Background: an optimization exercise with open tools, aiming at small area, a short achievable clock period and few clock cycles per item. Do not read the settings as production practice. The RTL was checked by simulation tests, not by an equivalence proof against the original design. No activity file was given, so power comes from the tool's default toggle rates.

===== flow/run.sh =====
#!/bin/bash
# synth_recipe.tcl (not shown) runs the flow's synth.tcl, then flattens the netlist and writes it again
# the make line also repeats each setting of config.mk as NAME=value (left out here)
make -C /OpenROAD-flow-scripts/flow DESIGN_CONFIG=/design/flow/config.mk WORK_HOME=/design/flow/orfs CLKGATE_MAP_FILE= SYNTH_SCRIPT=/design/flow/synth_recipe.tcl finish

===== flow/config.mk =====
export PLATFORM = sky130hd
export DESIGN_NAME = cdivr
export DESIGN_NICKNAME = cdivr
export VERILOG_FILES = /design/flow/design.v
export SDC_FILE = /design/flow/constraint.sdc
export NUM_CORES = 4
export LEC_CHECK = 0
export CAP_MARGIN = 20
export CORE_MARGIN = 2
export CORE_UTILIZATION = 55
export CTS_CLUSTER_DIAMETER = 120
export CTS_CLUSTER_SIZE = 20
export SLEW_MARGIN = 20

===== flow/constraint.sdc =====
create_clock -name core_clock -period 14.0 [get_ports {clk}]
set_input_delay 2.8000 -clock core_clock [delete_from_list [all_inputs] [get_ports {clk}]]
set_output_delay 2.8000 -clock core_clock [all_outputs]
set_load 0.01 [all_outputs]

===== flow/design.v =====
module u64_lzc (
    input  wire [63:0] n,
    output wire [5:0]  lz,
    output wire        pow2
);
    reg        v [0:6][0:63];
    reg [5:0]  z [0:6][0:63];
    reg        a1 [0:6][0:63];
    reg        m1 [0:6][0:63];
    integer l, i;
    always @* begin
        for (i = 0; i < 64; i = i + 1) begin
            v[0][i]  = n[i];
            z[0][i]  = 6'd0;
            a1[0][i] = n[i];
            m1[0][i] = 1'b0;
        end
        for (l = 1; l <= 6; l = l + 1)
            for (i = 0; i < (64 >> l); i = i + 1) begin
                v[l][i]  = v[l-1][2*i+1] | v[l-1][2*i];
                z[l][i]  = v[l-1][2*i+1] ? z[l-1][2*i+1]
                                         : (z[l-1][2*i] | (6'd1 << (l - 1)));
                a1[l][i] = a1[l-1][2*i+1] | a1[l-1][2*i];
                m1[l][i] = m1[l-1][2*i+1] | m1[l-1][2*i] | (a1[l-1][2*i+1] & a1[l-1][2*i]);
            end
    end
    assign lz   = v[6][0] ? z[6][0] : 6'd63;
    assign pow2 = a1[6][0] & ~m1[6][0];
endmodule
module srt_step2 (
    input  wire [56:0] ws,
    input  wire [56:0] wc,
    input  wire [56:0] D,
    input  wire [5:0]  Dp,
    input  wire [5:0]  Dn,
    input  wire        inc,
    input  wire        p1,
    input  wire        n1,
    input  wire        p1t,
    input  wire        n1t,
    output wire        p2,
    output wire        n2,
    output wire        p3,
    output wire        n3,
    output wire [56:0] ws_n,
    output wire [56:0] wc_n
);
    function automatic [1:0] est(input [4:0] x, input [4:0] y);
        reg [4:0] g, p;
        reg c4, s0, sm1;
        begin
            g   = x & y;
            p   = x ^ y;
            c4  = g[3] | (p[3] & g[2]) | (p[3] & p[2] & g[1]) | (p[3] & p[2] & p[1] & g[0]);
            s0  = (p == {(x[3:0] | y[3:0]), 1'b0});    
            sm1 = &p;                                  
            est = {~(p[4] ^ c4) & ~s0, s0 | sm1};
        end
    endfunction
    function automatic [1:0] nxt(input [5:0] x, input [5:0] y, input [5:0] m);
        nxt = est(x[5:1] ^ y[5:1] ^ m[5:1],
                  (x[4:0] & y[4:0]) | (x[4:0] & m[4:0]) | (y[4:0] & m[4:0]));
    endfunction
    wire [56:0] a = {ws[55:0], 1'b0};
    wire [56:0] b = {wc[55:0], 1'b0};
    wire [1:0] ep = nxt(a[55:50], b[55:50], Dp);
    wire [1:0] e0 = nxt(a[55:50], b[55:50], 6'd0);
    wire [1:0] en = nxt(a[55:50], b[55:50], Dn);
    wire [1:0] e2  = p1  ? ep : (n1  ? en : e0);
    wire [1:0] e2t = p1t ? ep : (n1t ? en : e0);
    assign p2 = e2[1];
    assign n2 = ~e2[1] & ~e2[0];
    wire   p2t = e2t[1];
    wire   n2t = ~e2t[1] & ~e2t[0];
    wire [56:0] m1   = p1 ? ~D : (n1 ? D : 57'd0);
    wire [8:0]  m1t  = p1t ? ~D[56:48] : (n1t ? D[56:48] : 9'd0);
    wire [56:0] m1x  = {m1t, m1[47:0]};
    wire        inj1 = p1 ? ~inc : (n1 & inc);
    wire [56:0] ws1  = a ^ b ^ m1x;
    wire [56:0] c1   = (a & b) | (a & m1x) | (b & m1x);
    wire [56:0] wc1  = {c1[55:0], inj1};
    wire [56:0] a2   = {ws1[55:0], 1'b0};
    wire [56:0] b2   = {wc1[55:0], 1'b0};
    wire [56:0] m2   = p2 ? ~D : (n2 ? D : 57'd0);
    wire [27:0] m2t  = p2t ? ~D[56:29] : (n2t ? D[56:29] : 28'd0);
    wire [56:0] m2x  = {m2t, m2[28:0]};
    wire        inj2 = p2 ? ~inc : (n2 & inc);
    assign ws_n = a2 ^ b2 ^ m2x;
    wire [56:0] c2   = (a2 & b2) | (a2 & m2x) | (b2 & m2x);
    assign wc_n = {c2[55:0], inj2};
    wire [1:0] fp = nxt(a2[55:50], b2[55:50], Dp);
    wire [1:0] f0 = nxt(a2[55:50], b2[55:50], 6'd0);
    wire [1:0] fn = nxt(a2[55:50], b2[55:50], Dn);
    wire [1:0] e3 = p2t ? fp : (n2t ? fn : f0);
    assign p3 = e3[1];
    assign n3 = ~e3[1] & ~e3[0];
endmodule
module cdivr (
    input  wire         clk,
    input  wire         rst,
    input  wire         in_valid,
    output wire         in_ready,
    input  wire [127:0] a,
    input  wire [63:0]  n,
    output reg          out_valid,
    output wire [127:0] y
);
    reg        st_idle, st_n1, st_n2, st_n3, st_div, st_f1, st_fin;
    reg [4:0]  cnt;
    reg [63:0] d;
    reg [5:0]  lz;
    reg        d_inc;
    reg [5:0]  dtp [0:1];    
    reg [5:0]  dtn [0:1];    
    reg        s   [0:1];
    reg [12:0] e   [0:1];    
    reg [55:0] Q   [0:1];    
    reg [55:0] QM  [0:1];    
    reg [56:0] ws  [0:1];    
    reg [56:0] wc  [0:1];
    reg        stk [0:1];    
    reg        frc [0:1];    
    reg        nan [0:1];    
    reg        xe0 [0:1];    
    reg        xe1 [0:1];    
    reg        xeb [0:1];    
    reg        xf0 [0:1];    
    reg [1:0]  qp, qn;       
    reg [1:0]  qpt_n, qnt_n; 
    wire [1:0] qp_n, qn_n;
    assign in_ready = st_idle;
    assign y = {s[1], e[1][10:0], Q[1][52:1], s[0], e[0][10:0], Q[0][52:1]};
    wire [5:0]  lzc;
    u64_lzc u_lzc (.n(d), .lz(lzc), .pow2());
    reg         pow2, dz;
    reg  [5:0]  pos;
    wire        pow2_in;
    reg  [5:0]  pos_in;
    u64_lzc u_p2 (.n(n), .lz(), .pow2(pow2_in));
    integer j;
    always @* begin
        pos_in = 6'd0;
        for (j = 0; j < 64; j = j + 1)
            if (n[j]) pos_in = pos_in | j[5:0];
    end
    wire [63:0] dn    = d << lz;
    wire        dninc = dn[10] & ((|dn[9:0]) | dn[11]);
    wire [56:0] D     = {3'b000, d[63:11], d_inc};
    wire [1:0]  cond;
    wire [55:0] Q_n   [0:1];
    wire [55:0] QM_n  [0:1];
    wire [56:0] ws_n  [0:1];
    wire [56:0] wc_n  [0:1];
    wire [1:0]  rneg, rz0;
    wire [62:0] rnd   [0:1];
    genvar c;
    generate for (c = 0; c < 2; c = c + 1) begin : g_c
        wire        p1 = qp[c], n1 = qn[c];
        wire        p2, n2;
        srt_step2 u_s (.ws(ws[c]), .wc(wc[c]), .D(D), .Dp(dtp[c]), .Dn(dtn[c]),
                       .inc(d_inc), .p1(p1), .n1(n1), .p1t(~qpt_n[c]), .n1t(~qnt_n[c]),
                       .p2(p2), .n2(n2), .p3(qp_n[c]), .n3(qn_n[c]),
                       .ws_n(ws_n[c]), .wc_n(wc_n[c]));
        wire signed [2:0] v = $signed({p1 | n1 ? {n1, 1'b1} : 2'b00, 1'b0})
                            + $signed({n2, p2 | n2});
        wire v_ge0 = p1 | (~n1 & ~n2);
        wire v_ge1 = p1 | (~n1 & p2);
        wire [1:0] vm1 = v[1:0] - 2'd1;
        assign Q_n[c]  = {v_ge0 ? Q[c][53:0] : QM[c][53:0], v[1:0]};
        assign QM_n[c] = {v_ge1 ? Q[c][53:0] : QM[c][53:0], vm1};
        wire [55:0] x = ws[c][55:0] ^ wc[c][55:0];
        wire [55:0] o = ws[c][55:0] | wc[c][55:0];
        assign rz0[c] = (x == {o[54:0], 1'b0});
        reg [54:0] g, p;
        integer l, i;
        always @* begin
            g = ws[c][54:0] & wc[c][54:0];
            p = o[54:0];
            for (l = 1; l < 64; l = l * 2)
                for (i = 54; i >= l; i = i - 1) begin
                    g[i] = g[i] | (p[i] & g[i - l]);
                    p[i] = p[i] & p[i - l];
                end
        end
        assign rneg[c] = x[55] ^ g[54];
        assign cond[c] = ~frc[c] & ((Q[c][55] | Q[c][54]) |
                                    e[c][12] | (e[c][11:0] == 12'd0));
        wire [10:0] efield = frc[c] ? 11'h7ff : (Q[c][53] ? e[c][10:0] : 11'd0);
        wire [51:0] frac   = frc[c] ? {nan[c], 51'd0} : Q[c][52:1];
        wire        rinc   = ~frc[c] & Q[c][0] & (stk[c] | Q[c][1]);
        assign rnd[c] = {efield, frac} + {62'd0, rinc};
    end endgenerate
    wire fin_shift = cond[0] | cond[1];
    wire [1:0] q1i [0:1];
    generate for (c = 0; c < 2; c = c + 1) begin : g_q1
        wire [4:0] x = {2'b00, Q[c][53:51]};
        wire [4:0] y = {2'b11, ~d[63:61]};
        wire [4:0] g = x & y;
        wire [4:0] p = x ^ y;
        wire c4  = g[3] | (p[3] & g[2]) | (p[3] & p[2] & g[1]) | (p[3] & p[2] & p[1] & g[0]);
        wire s0  = (p == {(x[3:0] | y[3:0]), 1'b0});
        wire sm1 = &p;
        wire pos = ~(p[4] ^ c4) & ~s0;
        assign q1i[c] = {pos, ~pos & ~(s0 | sm1)};
    end endgenerate
    wire [1:0] p2ok;
    generate for (c = 0; c < 2; c = c + 1) begin : g_p2
        assign p2ok[c] = ~xe1[c] & (xeb[c] | (e[c][5:0] > pos));
    end endgenerate
    always @(posedge clk) begin
        if (rst) begin
            st_idle   <= 1'b1;
            st_n1     <= 1'b0;
            st_n2     <= 1'b0;
            st_n3     <= 1'b0;
            st_div    <= 1'b0;
            st_f1     <= 1'b0;
            st_fin    <= 1'b0;
            out_valid <= 1'b0;
        end else begin
            out_valid <= 1'b0;
            if (st_idle && in_valid) begin
                st_idle <= 1'b0;
                st_n1   <= 1'b1;
            end
            if (st_n1) begin
                st_n1 <= 1'b0;
                if (pow2 && p2ok[0] && p2ok[1]) begin
                    st_idle   <= 1'b1;
                    out_valid <= 1'b1;
                end else if (pow2 || dz) st_fin <= 1'b1;
                else                     st_n2  <= 1'b1;
            end
            if (st_n2) begin
                st_n2  <= 1'b0;
                st_n3  <= 1'b1;
            end
            if (st_n3) begin
                st_n3  <= 1'b0;
                st_div <= 1'b1;
            end
            if (st_div && cnt == 5'd26) begin
                st_div <= 1'b0;
                st_f1  <= 1'b1;
            end
            if (st_f1) begin
                st_f1  <= 1'b0;
                st_fin <= 1'b1;
            end
            if (st_fin && !fin_shift) begin
                st_fin    <= 1'b0;
                st_idle   <= 1'b1;
                out_valid <= 1'b1;
            end
        end
    end
    integer k;
    always @(posedge clk) begin
        if (st_n3) cnt <= 5'd0;
        else       cnt <= cnt + 5'd1;
        if (st_idle) d <= n;
        pow2 <= pow2_in;
        dz   <= ~|n;
        pos  <= pos_in;
        if (st_n1) begin
            lz   <= lzc;
        end
        if (st_n2) begin
            d     <= dn;
            d_inc <= dninc;
            for (k = 0; k < 2; k = k + 1) begin
                dtp[k] <= ~{3'b001, dn[62:60]};
                dtn[k] <=  {3'b001, dn[62:60]};
            end
        end
        for (k = 0; k < 2; k = k + 1) begin
            qp[k]    <= st_n3 ? q1i[k][1] : qp_n[k];
            qn[k]    <= st_n3 ? q1i[k][0] : qn_n[k];
            qpt_n[k] <= ~(st_n3 ? q1i[k][1] : qp_n[k]);
            qnt_n[k] <= ~(st_n3 ? q1i[k][0] : qn_n[k]);
            ws[k] <= st_n3 ? {3'b000, Q[k][53:1], ~d_inc} : ws_n[k];
            wc[k] <= st_n3 ? {3'b111, ~d[63:11], ~d_inc} : wc_n[k];
            QM[k] <= st_n3 ? 56'd0 : QM_n[k];
            if (st_idle) begin
                xe0[k] <= (a[64*k + 62 -: 11] == 11'd0);
                xe1[k] <= (a[64*k + 62 -: 11] == 11'h7ff);
                xeb[k] <= |a[64*k + 62 -: 5];
                xf0[k] <= (a[64*k + 51 -: 52] == 52'd0);
                s[k] <= a[64*k + 63];
                e[k] <= {2'b00, a[64*k + 62 -: 11]};
                Q[k] <= {3'b000, a[64*k + 51 -: 52], 1'b0};
            end
            if (st_n1) begin : norm
                nan[k] <= (xe1[k] & ~xf0[k]) | (dz & xe0[k] & xf0[k]);
                frc[k] <= xe1[k] | dz;
                stk[k] <= 1'b0;
                Q[k][53] <= ~xe0[k];    
                if (pow2) e[k] <= {2'b00, e[k][10:1], e[k][0] | xe0[k]} - {7'd0, pos};
            end
            if (st_n3) Q[k] <= 56'd1;
            if (st_n2)
                e[k] <= {2'b00, e[k][10:1], e[k][0] | xe0[k]} + {7'h7f, lz};
            if (st_div) begin
                Q[k] <= Q_n[k];
            end
            if (st_f1) begin
                if (rneg[k]) Q[k] <= QM[k];
                stk[k] <= ~rz0[k];
            end
            if (st_fin) begin
                if (fin_shift) begin
                    if (cond[k]) begin
                        Q[k]   <= {1'b0, Q[k][55:1]};
                        e[k]   <= e[k] + 13'd1;
                        stk[k] <= stk[k] | Q[k][0];
                    end
                end else begin
                    e[k][10:0] <= rnd[k][62:52];
                    Q[k][52:1] <= rnd[k][51:0];
                end
            end
        end
    end
endmodule

==> metrics.md, run 1 <==
| Metric | Value |
|---|---|
| DR vias | 47.4k |
| Endpoint arrival time on the critical path | just under 6 ns |
| Pre-CTS WS | 8.70 ns |
| Hold_ws | between 0.4 and 0.5 ns |
| Largest voltage drop on the vdd net | 447 uV |
| Critical path class | flop to flop |
| Row count | ~110 |
| Maximum number of pins on one net before global-route repair | 190 |
| Vert. Die Dim | ~310 um |
| Layout cells sized above 1 | roughly 6% |
| Sequential-to-total area share from yosys stat | between 20% and 30% |
| Classification of the worst-slack hold path | flop to flop |
| CTS Buffer Depth | 3 |
| Master cell of the clock root buffer | sky130_fd_sc_hd__clkbuf_16 |
| Number of unique standard cell types used by synthesis | 90 |
| Clock input transition at the sequential cells of the worst setup and hold paths | ~0.10 ns |
| Core box area | between 90000 and 100000 um^2 |
| CTS resizes | 0 |
| Area overhead of the layout relative to synthesis | 7.59% |
| Syn Inst Count | roughly 6.3k |
| CP Max Fanout | 28 |
| Count of pins over their slew limit | 0 |
| # hold bufs at CTS | 0 |
| DP HPWL | about 150000 um |
| Setup bufs post-CTS | 0 |
| RSZ-0062 raised after global routing | false |
| Mean cell area of the mapped netlist | roughly 8.3 um^2 |
| I/O pins | 325 |
| Routed WL per cell | between 20 and 30 um |
| Post-synthesis sequential element count | 593 |
| Final worst clock skew | 0.0452 ns |
| Total gr overflow | 0 |
| Result of the run | no timing/DRC/antenna violations |
| Total placed instance area | 55100 um^2 |
| Die Width | 312 um |
| Share of the clock period used by the worst path | 38.9% |
| Final setup violating endpoints | 0 |
| Post-Syn Area | 52200 um^2 |
| Most area-hungry cell type in the Yosys netlist | sky130_fd_sc_hd__dfxtp_1 |
| Fin cells | around 7.4k |
| Summed negative setup slack over all endpoints | 0 ns |
| Number of antenna-violating nets in the routed design | 0 |
| Startpoint class of the critical path | flop |
| Number of clock sinks seen by CTS | between 500 and 600 |
| Final Hold Fails | 0 |
| Number of enable flip-flop cells after synthesis | 91 |
| Buffers on Ports | approximately 320 |
| Net count after synthesis | approximately 7.1k |
| Layout Cell Area excl Fill | around 56000 um^2 |
| Iteration count of the initial detailed-routing pass | 8 |
| Number of DRC markers after the initial detailed-route iteration | 6504 |
| Net count, final | 6939 |
| Area occupied by multi-input gates | between 30000 and 40000 um^2 |
| Biggest area contributors in the synthesized netlist | sky130_fd_sc_hd__dfxtp_1 19%, sky130_fd_sc_hd__fa_1 9.0%, sky130_fd_sc_hd__ha_1 9.0% |
| Number of max-capacitance violations reported | 0 |
| Number of antenna violations at the first check in global routing | 15 |
| Time the worst path needs with I/O delays and setup | between 5 and 6 ns |
| FILL cells | approximately 8.6k |
| Depth of the CTS H-tree | 2 |
| Clock buffers created by TritonCTS | 37 |
| Total area of sequential cells | 12800 um^2 |
| Post-route worst setup slack | 8.55 ns |
| Top cell type's share of synthesized area | just under 20% |
| Initial standard-cell utilization of the core | about 55% |
| Final weighted congestion in routability-driven placement | between 0.9 and 1 |
| Total Die Area | between 90000 and 100000 um^2 |
| DRC violation count after routing | 0 |
| Clock latency at the later pin of the worst-skew pair | between 0.6 and 0.7 ns |
| Worst path required time | around 15 ns |
| CTS tree | yes |
| Power per cell area | roughly 300 nW/um^2 |
| Primary flip-flop cell chosen by synthesis mapping | sky130_fd_sc_hd__dfxtp_1 |
| Fmax achieved | roughly 0.18 GHz |
| Final wirelength | between 150000 and 200000 um |
| Vias in the first global route | between 40k and 50k |
| Ys async rst share | 0% |
| Number of cells after detailed placement | roughly 7.4k |
| Normalized max-slew margin | between 10% and 20% |
| Vias per inst | about 6.4 |
| Number of warnings reported in the yosys synthesis log | 37 |
| Worst-Margin Slew | about 1.2 ns |
| Global-route wire length before repair | 293000 um |
| Endpoint kind of the worst setup timing path | flop |
| Global Route Usage Sum | between 30% and 40% |
| Static leakage | between 20 and 25 nW |
[cells in the final DEF (no fill, tap or decap), drive strengths merged, types with 63 or more instances in the layout]
cell | synthesis | final
nor3 | 78 | 78
fa | 234 | 234
mux2 | 132 | 132
nor4 | 121 | 121
inv | 549 | 552
nand4 | 82 | 82
nand3 | 81 | 81
edfxtp | 91 | 91
o22ai | 131 | 131
xor2 | 124 | 124
nand2b | 80 | 80
buf | 216 | 80
ha | 374 | 374
nand2 | 727 | 727
clkdlybuf4s50 | 0 | 324
a21oi | 340 | 340
nor2 | 314 | 314
nor2b | 63 | 63
xnor2 | 189 | 189
mux2i | 333 | 333
a22oi | 80 | 80
dfxtp | 502 | 502
o21ai | 558 | 558
[critical path, stage by stage, from the launching register on]
cell	delay (ns)
sky130_fd_sc_hd__dfxtp_1	0.57
sky130_fd_sc_hd__inv_1	0.15
sky130_fd_sc_hd__ha_1	0.40
sky130_fd_sc_hd__ha_1	0.21
sky130_fd_sc_hd__a21oi_1	0.16
sky130_fd_sc_hd__o221ai_1	0.21
sky130_fd_sc_hd__o31ai_1	0.78
sky130_fd_sc_hd__mux2_2	0.30
sky130_fd_sc_hd__a21o_1	0.92
sky130_fd_sc_hd__or2_2	0.69
sky130_fd_sc_hd__a21oi_1	0.20
sky130_fd_sc_hd__fa_1	0.47
sky130_fd_sc_hd__mux2_2	0.27
[cells by family (layout without fill, tap and decap cells)]
| logic type | Yosys count | in the layout | share of synthesized area (%) |
|---|---|---|---|
| xor+xnor | 313 | 313 | 5.25 |
| flops | 593 | 593 | 24.5 |
| simple gates | 1659 | 1659 | 14.8 |
| mux | 514 | 514 | 11.4 |
| other cells | 0 | 1 | 0 |
| compound gates | 1457 | 1457 | 17.0 |
| fa+ha+maj | 608 | 608 | 17.9 |
| buf+inv | 1126 | 1009 | 9.20 |
[cell type report]
class	count	share of cell area [%]
Antenna cell	1	0.00446
Clock buffer	48	1.77
Clock inverter	8	0.160
Inverter	549	3.67
Multi-Input combinational cell	4551	61.9
Sequential cell	593	22.8
Tap cell	1265	2.82
Timing Repair Buffer	404	6.89
[sequential cells by signal, indices dropped and copies added, names as in the netlist, 3 cells and up]
signal,flops
pos,6
Q,112
e,26
lz,6
cnt,5
dtp,3
g_c.u_s.b,109
QM,112
dtn,3
d,64
g_c.u_s.a,112
[where the power goes]
group / switching (mW) / internal (mW) / leakage, nW
registers: 0.955 / 2.56 / 5.13
clock network: 0.683 / 0.512 / 0.527
logic: 6.91 / 5.38 / 17.8
total: 8.55 / 8.45 / 23.5
[per-stage QoR]
| step | utilization, % | power, mW |
|---|---|---|
| 2_1_floorplan | - | 12.2 |
| 5_1_grt | 59.4 | 18.5 |
| 3_3_place_gp | 58.2 | 15.3 |
| 4_1_cts | 59.4 | 16.8 |
| 6_report | 59.4 | 17.0 |
| 3_5_place_dp | 58.2 | 15.6 |
[final timing paths]
kind	endpoint	slack (ns)	cells after the start	start
worst max-delay path	g_c[0].u_s.a[38]	8.55	12	g_c[0].u_s.b[51]
worst min-delay path	QM[1][12]	0.45	2	QM[1][10]
worst max register to register	g_c[0].u_s.a[38]	8.55	12	g_c[0].u_s.b[51]
worst min register to register	QM[1][12]	0.45	2	QM[1][10]
[routing by layer]
metal | vias up | GRT usage, % | part of all wire, %
met3 | 376 | 7.41 | 11
met1 | 23017 | 57.7 | 43
met2 | 2705 | 57.9 | 42
li1 | 21315 | - | -
met4 | 2 | 14.4 | 4.2
met5 | - | 0 | 0.0076
[synth_stat cells, types with 131 or more instances]
cell / instances
sky130_fd_sc_hd__a21oi_1: 339
sky130_fd_sc_hd__buf_4: 132
sky130_fd_sc_hd__clkbuf_1: 356
sky130_fd_sc_hd__dfxtp_1: 502
sky130_fd_sc_hd__fa_1: 234
sky130_fd_sc_hd__ha_1: 374
sky130_fd_sc_hd__inv_1: 547
sky130_fd_sc_hd__mux2_2: 132
sky130_fd_sc_hd__mux2i_1: 332
sky130_fd_sc_hd__nand2_1: 727
sky130_fd_sc_hd__nor2_1: 313
sky130_fd_sc_hd__o21ai_0: 482
sky130_fd_sc_hd__o22ai_1: 131
sky130_fd_sc_hd__xnor2_1: 189
Testbench counts, summed over its fixed seeds: cycles 27,996, items 1,600.
==> run 2: changes to the inputs <==
--- a/flow/design.v
+++ b/flow/design.v
@@ -40,2 +40,4 @@
     input  wire        n1t,
+    input  wire        p1c,
+    input  wire        n1c,
     output wire        p2,
@@ -74,5 +76,9 @@
     wire   n2t = ~e2t[1] & ~e2t[0];
+    wire [1:0] e2c = p1c ? ep : (n1c ? en : e0);
+    wire   p2c = e2c[1];
+    wire   n2c = ~e2c[1] & ~e2c[0];
     wire [56:0] m1   = p1 ? ~D : (n1 ? D : 57'd0);
-    wire [8:0]  m1t  = p1t ? ~D[56:48] : (n1t ? D[56:48] : 9'd0);
-    wire [56:0] m1x  = {m1t, m1[47:0]};
+    wire [18:0] m1t  = p1t ? ~D[56:38] : (n1t ? D[56:38] : 19'd0);
+    wire [18:0] m1c  = p1c ? ~D[37:19] : (n1c ? D[37:19] : 19'd0);
+    wire [56:0] m1x  = {m1t, m1c, m1[18:0]};
     wire        inj1 = p1 ? ~inc : (n1 & inc);
@@ -84,4 +90,5 @@
     wire [56:0] m2   = p2 ? ~D : (n2 ? D : 57'd0);
-    wire [27:0] m2t  = p2t ? ~D[56:29] : (n2t ? D[56:29] : 28'd0);
-    wire [56:0] m2x  = {m2t, m2[28:0]};
+    wire [18:0] m2t  = p2t ? ~D[56:38] : (n2t ? D[56:38] : 19'd0);
+    wire [18:0] m2c  = p2c ? ~D[37:19] : (n2c ? D[37:19] : 19'd0);
+    wire [56:0] m2x  = {m2t, m2c, m2[18:0]};
     wire        inj2 = p2 ? ~inc : (n2 & inc);
@@ -123,8 +130,5 @@
     reg        nan [0:1];    
-    reg        xe0 [0:1];    
-    reg        xe1 [0:1];    
-    reg        xeb [0:1];    
-    reg        xf0 [0:1];    
     reg [1:0]  qp, qn;       
     reg [1:0]  qpt_n, qnt_n; 
+    reg [1:0]  qpc, qnc;     
     wire [1:0] qp_n, qn_n;
@@ -160,3 +164,3 @@
         srt_step2 u_s (.ws(ws[c]), .wc(wc[c]), .D(D), .Dp(dtp[c]), .Dn(dtn[c]),
-                       .inc(d_inc), .p1(p1), .n1(n1), .p1t(~qpt_n[c]), .n1t(~qnt_n[c]),
+                       .inc(d_inc), .p1(p1), .n1(n1), .p1t(~qpt_n[c]), .n1t(~qnt_n[c]), .p1c(qpc[c]), .n1c(qnc[c]),
                        .p2(p2), .n2(n2), .p3(qp_n[c]), .n3(qn_n[c]),
@@ -170,12 +174,12 @@
         assign QM_n[c] = {v_ge1 ? Q[c][53:0] : QM[c][53:0], vm1};
-        wire [55:0] x = ws[c][55:0] ^ wc[c][55:0];
-        wire [55:0] o = ws[c][55:0] | wc[c][55:0];
-        assign rz0[c] = (x == {o[54:0], 1'b0});
-        reg [54:0] g, p;
+        wire [56:0] x = ws[c] ^ wc[c];
+        wire [56:0] o = ws[c] | wc[c];
+        assign rz0[c] = (x == {o[55:0], 1'b0});
+        reg [55:0] g, p;
         integer l, i;
         always @* begin
-            g = ws[c][54:0] & wc[c][54:0];
-            p = o[54:0];
+            g = ws[c][55:0] & wc[c][55:0];
+            p = o[55:0];
             for (l = 1; l < 64; l = l * 2)
-                for (i = 54; i >= l; i = i - 1) begin
+                for (i = 55; i >= l; i = i - 1) begin
                     g[i] = g[i] | (p[i] & g[i - l]);
@@ -184,3 +188,3 @@
         end
-        assign rneg[c] = x[55] ^ g[54];
+        assign rneg[c] = x[56] ^ g[55];
         assign cond[c] = ~frc[c] & ((Q[c][55] | Q[c][54]) |
@@ -207,3 +211,4 @@
     generate for (c = 0; c < 2; c = c + 1) begin : g_p2
-        assign p2ok[c] = ~xe1[c] & (xeb[c] | (e[c][5:0] > pos));
+        assign p2ok[c] = (e[c][10:0] != 11'h7ff) &
+                         ((|e[c][10:6]) | (e[c][5:0] > pos));
     end endgenerate
@@ -260,6 +265,8 @@
         else       cnt <= cnt + 5'd1;
-        if (st_idle) d <= n;
-        pow2 <= pow2_in;
-        dz   <= ~|n;
-        pos  <= pos_in;
+        if (st_idle) begin
+            d    <= n;
+            pow2 <= pow2_in;
+            dz   <= ~|n;
+            pos  <= pos_in;
+        end
         if (st_n1) begin
@@ -280,2 +287,6 @@
             qnt_n[k] <= ~(st_n3 ? q1i[k][0] : qn_n[k]);
+            if (st_n3 | st_div) begin
+                qpc[k] <= st_n3 ? q1i[k][1] : qp_n[k];
+                qnc[k] <= st_n3 ? q1i[k][0] : qn_n[k];
+            end
             ws[k] <= st_n3 ? {3'b000, Q[k][53:1], ~d_inc} : ws_n[k];
@@ -284,6 +295,2 @@
             if (st_idle) begin
-                xe0[k] <= (a[64*k + 62 -: 11] == 11'd0);
-                xe1[k] <= (a[64*k + 62 -: 11] == 11'h7ff);
-                xeb[k] <= |a[64*k + 62 -: 5];
-                xf0[k] <= (a[64*k + 51 -: 52] == 52'd0);
                 s[k] <= a[64*k + 63];
@@ -293,7 +300,12 @@
             if (st_n1) begin : norm
-                nan[k] <= (xe1[k] & ~xf0[k]) | (dz & xe0[k] & xf0[k]);
-                frc[k] <= xe1[k] | dz;
+                reg xe0, xe1, xf0, xzero;
+                xe0   = (e[k][10:0] == 11'd0);
+                xe1   = (e[k][10:0] == 11'h7ff);
+                xf0   = (Q[k][52:1] == 52'd0);
+                xzero = xe0 & xf0;
+                nan[k] <= (xe1 & ~xf0) | (dz & xzero);
+                frc[k] <= xe1 | dz;
                 stk[k] <= 1'b0;
-                Q[k][53] <= ~xe0[k];    
-                if (pow2) e[k] <= {2'b00, e[k][10:1], e[k][0] | xe0[k]} - {7'd0, pos};
+                Q[k][53] <= ~xe0;    
+                if (pow2) e[k] <= {2'b00, e[k][10:1], e[k][0] | xe0} - {7'd0, pos};
             end
@@ -301,3 +313,3 @@
             if (st_n2)
-                e[k] <= {2'b00, e[k][10:1], e[k][0] | xe0[k]} + {7'h7f, lz};
+                e[k] <= {2'b00, e[k][10:1], e[k][0] | (e[k][10:0] == 11'd0)} + {7'h7f, lz};
             if (st_div) begin
--- a/flow/config.mk
+++ b/flow/config.mk
@@ -9,5 +9,3 @@
 export CORE_MARGIN = 2
-export CORE_UTILIZATION = 55
-export CTS_CLUSTER_DIAMETER = 120
-export CTS_CLUSTER_SIZE = 20
+export CORE_UTILIZATION = 40
 export SLEW_MARGIN = 20
==> run 2 against run 1 <==
- critical path depth grew 3
- worst setup slack lost 0.62 ns
- area after synthesis grew 1.9%
- synthesized cell count shrank 1.5%
==> metrics.md, run 2 <==
| Metric | Value |
|---|---|
| Top cell type's share of synthesized area | 18.7% (-0.51 points) |
| Final Hold Fails | 0 (unchanged) |
| RSZ-0062 raised after global routing | false |
| Endpoint arrival time on the critical path | 6.63 ns (+0.66 ns) |
| Time the worst path needs with I/O delays and setup | 6.07 ns (+0.618 ns) |
| Critical register-to-register path startpoint | wc[1][52] |
| Global-route wire length before repair | 306000 um (+4.6%) |
| Final worst clock skew | 0.0421 ns (-0.00307 ns) |
| Initial standard-cell utilization of the core | 40.4% (-15 points) |
| Switching power total | 9.09 mW (+6.4%) |
| Part of the power in registers | 19.3% (-1.4 points) |
| Setup slack of the worst register-to-register path | 7.93 ns (-0.62 ns) |
| Logic pwr share | 69.0% (-3.3 points) |
| Sequential-to-total area share from yosys stat | 24.1% (-0.38 points) |
| Final wirelength | 208000 um (+4.9%) |
| Layout cells sized above 1 | 8.44% (+2.5 points) |
| Number of warnings reported in the yosys synthesis log | 29 (-22%) |
| Net count, final | 6898 (-0.59%) |
| Fmax achieved | 0.165 GHz (-10%) |
| DRC violation count after routing | 0 (unchanged) |
| Syn Inst Count | 6177 (-1.5%) |
| Number of DRC markers after the initial detailed-route iteration | 5211 (-20%) |
| Ys async rst share | 0% (unchanged) |
| Most area-hungry cell type in the Yosys netlist | sky130_fd_sc_hd__dfxtp_1 |
| Primary flip-flop cell chosen by synthesis mapping | sky130_fd_sc_hd__dfxtp_1 |
| Row count | 133 (+18%) |
| DR vias | 46.8k (-1.4%) |
| Leading cell types in the layout, fill and taps excluded | 560 x sky130_fd_sc_hd__inv_1, 497 x sky130_fd_sc_hd__nand2_1, 495 x sky130_fd_sc_hd__dfxtp_1, 467 x sky130_fd_sc_hd__mux2i_1, 380 x sky130_fd_sc_hd__ha_1 |
| Maximum number of pins on one net before global-route repair | 207 (+8.9%) |
| Endpoint of the lowest-slack register-to-register path | ws[1][16] |
| Depth of the CTS H-tree | 3 (+1) |
| Post-synthesis sequential element count | 593 (unchanged) |
| Clock latency at the later pin of the worst-skew pair | 0.68 ns (+0.04 ns) |
| Register with the most flip-flops | ws |
| Total Die Area | 136000 um^2 (+40%) |
| Number of clock sinks seen by CTS | 593 (unchanged) |
| Final setup violating endpoints | 0 (unchanged) |
| Number of max-capacitance violations reported | 0 (unchanged) |
| Master cell of the clock root buffer | sky130_fd_sc_hd__clkbuf_16 |
| Endpoint kind of the worst setup timing path | flop |
| Vert. Die Dim | 369 um (+18%) |
| CTS tree | yes |
| Number of enable flip-flop cells after synthesis | 95 (+4.4%) |
| # hold bufs at CTS | 0 (unchanged) |
| Most common cell after layout, fill and taps aside | sky130_fd_sc_hd__inv_1 |
| Number of antenna-violating nets in the routed design | 0 (unchanged) |
| Count of pins over their slew limit | 0 (unchanged) |
| Largest voltage drop on the vdd net | 279 uV (-38%) |
| Area overhead of the layout relative to synthesis | 11.8% |
| Proportion of power drawn by the clock network | 11.7% (+4.7 points) |
| Summed negative setup slack over all endpoints | 0 ns (unchanged) |
| Iteration count of the initial detailed-routing pass | 6 (-2) |
| Normalized max-slew margin | 22.5% (+2.6 points) |
| I/O pins | 325 (unchanged) |
| Net count after synthesis | 6990 (-1.2%) |
| Clock input transition at the sequential cells of the worst setup and hold paths | 0.06 ns (-0.04 ns) |
| Number of antenna violations at the first check in global routing | 10 (-5) |
| Power per cell area | 314 nW/um^2 (+3.7%) |
| Final weighted congestion in routability-driven placement | 0.991 (-0.57%) |
| Hold Crit Depth | 1 (-1) |
| Max FFs per register | 114 |
| DP HPWL | 159000 um (+5.3%) |
| Mean cell area of the mapped netlist | 8.61 um^2 (+3.4%) |
| CTS Buffer Depth | 3 (unchanged) |
| FILL cells | 13.0k (+51%) |
| Most frequent cell after synthesis | sky130_fd_sc_hd__inv_1 |
| Die Width | 369 um (+18%) |
| Startpoint class of the critical path | flop |
| Classification of the worst-slack hold path | flop to flop |
| Share of the clock period used by the worst path | 43.3% (+4.4 points) |
| Hold Path Sink | cnt[0] |
| CP Max Fanout | 56 (+100%) |
| Core box area | 132000 um^2 (+39%) |
| Biggest area contributors in the synthesized netlist | sky130_fd_sc_hd__dfxtp_1 19%, sky130_fd_sc_hd__fa_1 9.0%, sky130_fd_sc_hd__ha_1 8.9% |
| Design internal power | 9.57 mW (+13%) |
| Depth of the worst register-to-register path | 15 (+3) |
| Worst-Margin Slew | 1.16 ns (-0.0412 ns) |
| Total area of sequential cells | 12800 um^2 (+0.31%) |
| Vias per inst | 5.92 (-7.4%) |
| Total gr overflow | 0 (unchanged) |
| Vias in the first global route | 45.5k (+3.3%) |
| Result of the run | no timing/DRC/antenna violations |
| Buffers on Ports | 324 (unchanged) |
| Area occupied by multi-input gates | 35500 um^2 (+2.1%) |
| Critical path class | flop to flop |
| Fraction of power spent switching nets | 48.7% (-1.6 points) |
| Static leakage | 24.6 nW (+4.8%) |
| Worst path required time | 14.57 ns (+0.04 ns) |
| Routed WL per cell | 26.3 um (-1.6%) |
| CTS resizes | 0 (unchanged) |
| Commonest cells in the netlist | 560 x sky130_fd_sc_hd__inv_1, 498 x sky130_fd_sc_hd__dfxtp_1, 498 x sky130_fd_sc_hd__nand2_1, 468 x sky130_fd_sc_hd__mux2i_1, 380 x sky130_fd_sc_hd__ha_1 |
| Number of unique standard cell types used by synthesis | 89 (-1.1%) |
| Global Route Usage Sum | 29.8% (-9.7 points) |
| Post-Syn Area | 53200 um^2 (+1.9%) |
| Total power draw | 18.7 mW (+9.8%) |
| Clock buffers created by TritonCTS | 78 (+110%) |
| Setup bufs post-CTS | 0 (unchanged) |
| Start point of the worst hold path | cnt[0] |
-- run 2: cells by family (layout without fill, tap and decap cells) --
family	after synthesis	in the layout	share of synthesized area, %
xor gates and xnor gates	313	313	5.15
other	0	4	0
and+or+nand+nor	1502	1502	13.7
DFF	593	593	24.1
muxes	711	711	15.1
adders and majority gates	618	618	17.9
buffers and inverters	1162	1131	9.41
AOI/OAI and AO/OA	1278	1278	14.6
-- run 2: power groups by stage --
stage | Combinational, mW | Sequential (mW) | Clock, mW
after floorplan | 9.60 | 3.08 | 0
after global placement | 12.4 | 3.59 | 0
after CTS | 12.8 | 3.57 | 2.20
after detailed placement | 12.7 | 3.59 | 0
after global routing | 14.3 | 3.67 | 2.26
final | 12.9 | 3.60 | 2.18
-- run 2: critical path, stage by stage (launching register included) --
cell and delay [ns]:
sky130_fd_sc_hd__dfxtp_1 0.34, sky130_fd_sc_hd__inv_1 0.08, sky130_fd_sc_hd__ha_1 0.40, sky130_fd_sc_hd__inv_1 0.12
sky130_fd_sc_hd__ha_1 0.35, sky130_fd_sc_hd__xnor2_1 0.14, sky130_fd_sc_hd__or4_1 0.52, sky130_fd_sc_hd__or2_1 0.29
sky130_fd_sc_hd__a31oi_4 0.15, sky130_fd_sc_hd__buf_4 0.78, sky130_fd_sc_hd__a22o_1 0.87, sky130_fd_sc_hd__and2_1 0.82
sky130_fd_sc_hd__nand2_1 0.13, sky130_fd_sc_hd__o21ai_1 0.14, sky130_fd_sc_hd__fa_1 0.44, sky130_fd_sc_hd__mux2_2 0.27
-- run 2: worst max-delay path by stage --
stage | start | to | slack (ns) | depth (start not counted)
floorplan | n[15] | pow2 | 9.42 | 5
global placement | wc[1][52] | ws[1][14] | 8.12 | 15
detailed placement | wc[1][52] | ws[1][16] | 8.08 | 15
CTS | wc[1][52] | ws[1][9] | 8.06 | 15
global route | wc[1][52] | ws[1][10] | 7.68 | 15
finish | wc[1][52] | ws[1][16] | 7.93 | 15
-- run 2: through the flow --
step	instance area, um^2	utilization (%)	worst slack [ns]	instances	hold slack, ns
finish	59400	45.1	7.93	7905	0.457
global route	59400	45.1	7.68	7901	0.479
CTS	59400	45.1	8.06	7901	0.457
detailed placement	56700	43.0	8.08	7760	0.449
global placement	56700	43.0	8.12	7760	0.427
floorplan	53200	-	9.42	6177	0.414
-- run 2: layout make-up --
cell class	instances	area share, %
clock buffers	118	3.93
multi-input cells	4422	59.7
clock inverters	23	0.711
repair buffers	425	6.77
diodes	4	0.0168
inverters	565	3.57
flip-flops and latches	593	21.6
well taps	1755	3.69
-- run 2: per-layer routing --
metal | global-route usage [%] | wire, um | vias to the layer above
met2 | 46.6 | 92200 | 2285
met5 | 0 | 34 | -
met3 | 4.91 | 17800 | 402
met1 | 40.0 | 86800 | 22900
li1 | - | - | 21179
met4 | 14.1 | 11100 | 4
Testbench counts of run 2, summed over its fixed seeds: cycles 27,996, items 1,600.

-- re-timing with driven ports --
Ports are ideal in the flow. The routed layouts listed here were re-timed in OpenROAD.
Step 1 assumes that a clkbuf_16 drives the clock port and a buf_2 every other input.
Step 2 adds t to the input delays and takes it off the output delays; t is the mean of the earliest and latest rising clock arrival at the registers after step 1. Input paths then give back, and output paths get back, about the clock's delay inside the block.
Slacks: no drivers / after step 1 / after step 2; pairs: no drivers / after step 1.
run	t, ns	setup WS [ns]	hold slack, ns	slew at the worst register clock pin (ns)	pins driven straight from the clock port
run 1	0.693	8.552 / 8.552 / 8.517	0.454 / 0.454 / 0.454	0.10 / 0.10	1
run 2	0.736	7.934 / 7.934 / 7.934	0.457 / 0.457 / 0.457	0.06 / 0.06	1
After both steps every run listed still meets setup and hold. The setup slack of run 1, which loses most, moves by 0.000 ns with the drivers and by -0.035 ns with both steps.
